This design comes from an exercise in tuning for small area and a short achievable clock period on the open sky130 flow, not from production work.
At most, simulation tests tie the RTL to the original design; equivalence was not proved.

Setup of v6:
==> flow/design.v <==
module kojisan_scale (
    input  wire        clk,
    input  wire        rst,
    input  wire        in_valid,
    input  wire        in_sel,
    input  wire [15:0] in_raw,
    output reg         out_valid,
    output reg         out_sel,
    output reg  [31:0] out_q
);
    reg [15:0] r1; reg s1, v1;
    reg [23:0] n3; reg s3, v3;
    wire [23:0] t1 = s1 ? {2'b0, r1, 6'b0} : {1'b0, r1, 7'b0};
    wire [23:0] t3 = s1 ? {6'b0, r1, 2'b0} : {4'b0, r1, 4'b0};
    wire [23:0] t4 = s1 ? 24'd0 : ~{8'd0, r1};
    wire [23:0] n  = t1 + {3'b0, r1, 5'b0} + t3 + t4 + {23'd0, ~s1};
    wire [56:0] w = {1'b0, n3, 8'd0, n3} + {17'd0, n3, 16'd0}
                  + (s3 ? 57'h000000001000000 : 57'h1d3000001000000);
    always @(posedge clk) begin
        if (rst) begin v1 <= 1'b0; v3 <= 1'b0; out_valid <= 1'b0; end
        else begin v1 <= in_valid; v3 <= v1; out_valid <= v3; end
        r1 <= in_raw; s1 <= in_sel;
        n3 <= n;      s3 <= s1;
        out_q <= w[56:25]; out_sel <= s3;
    end
endmodule
clock: 10.0 ns
lec_check: 0
cap_margin: 20
core_margin: 2
core_utilization: 40
slew_margin: 20
run.sh (not shown) runs the stock make flow with config.mk's settings and CLKGATE_MAP_FILE= SYNTH_SCRIPT=/design/flow/synth_recipe.tcl, a recipe that flattens the netlist after the stock synthesis.
#### Input delta (v7 over v6)
==> flow/design.v <==
module kojisan_scale (
    input  wire        clk,
    input  wire        rst,
    input  wire        in_valid,
    input  wire        in_sel,
    input  wire [15:0] in_raw,
    output reg         out_valid,
    output reg         out_sel,
    output wire [31:0] out_q
);
    wire [18:0] p5  = {1'b0, in_raw, 2'b00} + {3'b000, in_raw};
    wire [20:0] p25 = {p5, 2'b00} + {2'b00, p5};
    reg  [20:0] p_r;
    always @(posedge clk) begin
        if (rst) out_valid <= 1'b0;
        else     out_valid <= in_valid;
        out_sel <= in_sel;
        p_r     <= p25;
    end
    wire [23:0] n = out_sel ? {1'b0, p_r, 2'b00} : ({p_r, 3'b000} - {3'b000, p_r});
    wire [56:0] w = {1'b0, n, 8'd0, n} + {17'd0, n, 16'd0}
                  + (out_sel ? 57'h000000001000000 : 57'h1d3000001000000);
    assign out_q = w[56:25];
endmodule
## What came out
- Area growth from synthesis to layout: v7 vs v6 down 3.3 points
- Diff v6 -> v7: synthesized area decreased about 10%, number of sequential storage elements decreased 55, final core area utilization decreased 1.4 points.
- The run showing the smaller post-route cell area is v7.
- Mean number of vias per cell, v6 and v7: smaller value in v6
- v7 against v6: layout inverter count without the clock tree decreased by 44% relative to the old numbers; final cell count went up 14.
- v7 against v6; length of routed met3 wiring is up by more than 10%.
- Looking at class of the tightest hold or removal check, the flip-flop to flip-flop result is from v6; the primary input to flip-flop one comes from v7.
No functional check of the RTL was part of any run of this note.

* * *

Setup of 02-18:
Another version of the RTL of kojisan_scale (not shown whole).
Size: about 100 flip-flops, about 54 I/O pins, ~4500 um2 of cells after synthesis.
==> module kojisan_scale, before the edit <==
module kojisan_scale (
    input  wire        clk,
    input  wire        rst,
    input  wire        in_valid,
    input  wire        in_sel,
    input  wire [15:0] in_raw,
    output reg         out_valid,
    output reg         out_sel,
    output reg  [31:0] out_q
);
    function automatic [31:0] radd(input [31:0] a, input [31:0] b, input cin);
        integer i;
        reg c;
        begin
            c = cin;
            for (i = 0; i < 32; i = i + 1) begin
                radd[i] = a[i] ^ b[i] ^ c;
                c = (a[i] & b[i]) | (c & (a[i] ^ b[i]));
            end
        end
    endfunction
    reg [15:0] r1; reg s1, v1;
    reg [20:0] p2; reg s2, v2;
    reg [23:0] n3; reg s3, v3;
    wire [31:0] r32 = {16'd0, r1};
    wire [31:0] p5  = radd(r32 << 2, r32, 1'b0);
    wire [31:0] p25 = radd(p5 << 2, p5, 1'b0);
    wire [31:0] pp  = {11'd0, p2};
    wire [31:0] n   = s2 ? (pp << 2) : radd(pp << 3, ~pp, 1'b1);
    wire [31:0] nn  = {8'd0, n3};
    wire [31:0] cs  = radd({24'd0, nn[23:16]}, {23'd0, nn[8:0]}, 1'b0);
    wire        c25 = cs[8] | cs[9];
    wire [31:0] q0  = radd({nn[24:0], 7'd0}, {17'd0, nn[23:9]}, c25);
    wire [31:0] q   = s3 ? q0 : radd(q0, 32'hE9800000, 1'b0);
    always @(posedge clk) begin
        if (rst) begin v1 <= 1'b0; v2 <= 1'b0; v3 <= 1'b0; out_valid <= 1'b0; end
        else begin v1 <= in_valid; v2 <= v1; v3 <= v2; out_valid <= v3; end
        r1 <= in_raw; s1 <= in_sel;
        p2 <= p25[20:0]; s2 <= s1;
        n3 <= n[23:0];   s3 <= s2;
        out_q <= q;      out_sel <= s3;
    end
endmodule
clock: 10.0 ns
lec_check: 0
cap_margin: 20
core_margin: 2
core_utilization: 40
slew_margin: 20
Edits applied to the flow inputs when going from 02-18 to 12-22:
==> flow/design.v <==
module kojisan_scale (
    input  wire        clk,
    input  wire        rst,
    input  wire        in_valid,
    input  wire        in_sel,
    input  wire [15:0] in_raw,
    output reg         out_valid,
    output reg         out_sel,
    output wire [31:0] out_q
);
    wire [18:0] p5  = {1'b0, in_raw, 2'b00} + {3'b000, in_raw};
    wire [20:0] p25 = {p5, 2'b00} + {2'b00, p5};
    wire [23:0] n   = in_sel ? {1'b0, p25, 2'b00} : ({p25, 3'b000} - {3'b000, p25});
    reg  [23:0] n_r;
    always @(posedge clk) begin
        if (rst) out_valid <= 1'b0;
        else     out_valid <= in_valid;
        out_sel <= in_sel;
        n_r     <= n;
    end
    wire [56:0] w = {1'b0, n_r, 8'd0, n_r} + {17'd0, n_r, 16'd0}
                  + (out_sel ? 57'h000000001000000 : 57'h1d3000001000000);
    assign out_q = w[56:25];
endmodule
==> comparison <==
Timing, DRC, antenna: 0 failures across 02-18 and 12-22. Between 02-18 and 12-22, post-layout instance area decreased. Relative to 02-18, delay of the slowest cell on the worst path increased by 0.12 ns in 12-22. Fmax: 12-22 higher than 02-18. Lower synthesized-area fraction occupied by xor and xnor cells among 02-18 and 12-22: 02-18. Of 12-22 and 02-18, it is 12-22 that has the lower worst slew slack as a fraction of its limit. 12-22 ended up with more standard cells than 02-18. 12-22 against 02-18: flip-flop and latch count shows a reduction of about 70%, count of plain and timing-repair buffers in the layout was more or less identical, via count of the routed design picked up an extra about 80%. 12-22 reports its start point of the critical path as in_raw[0] while 02-18 reports n3[20]. [12-22] post-synthesis adder-cell area fraction fell 18 points relative to 02-18.
Only the layout flow was run in 02-18; the RTL was not checked for function there.

-- static timing again, ports no longer ideal --
Ports are ideal in the flow. The routed layouts listed here were re-timed in OpenROAD.
Step 1, drivers: a clkbuf_16 drives clk and a buf_2 each remaining input, both assumed.
Step 2 also shifts input and output timing later by t, the mid clock arrival at the registers, as if the neighbouring blocks saw the same clock.
Slacks: ideal ports / drivers / drivers and shift; pairs: ideal ports / drivers.
run | t (ns) | slack for setup (ns) | worst setup path at the end | cell pins on the clock port's net
v6 | 0.370 | 5.296 / 5.296 / 5.296 | register to register | 1
v7 | 0.290 | 2.129 / 2.100 / 2.390 | register to output | 1
02-18 | 0.380 | 1.027 / 1.027 / 1.027 | register to register | 1
12-22 | 0.285 | 1.813 / 1.814 / 1.529 | input to register | 1
After both steps setup and hold are still met in every run listed. For 12-22, which loses most, drivers alone change the setup slack by +0.001 ns; drivers and shift together by -0.284 ns.
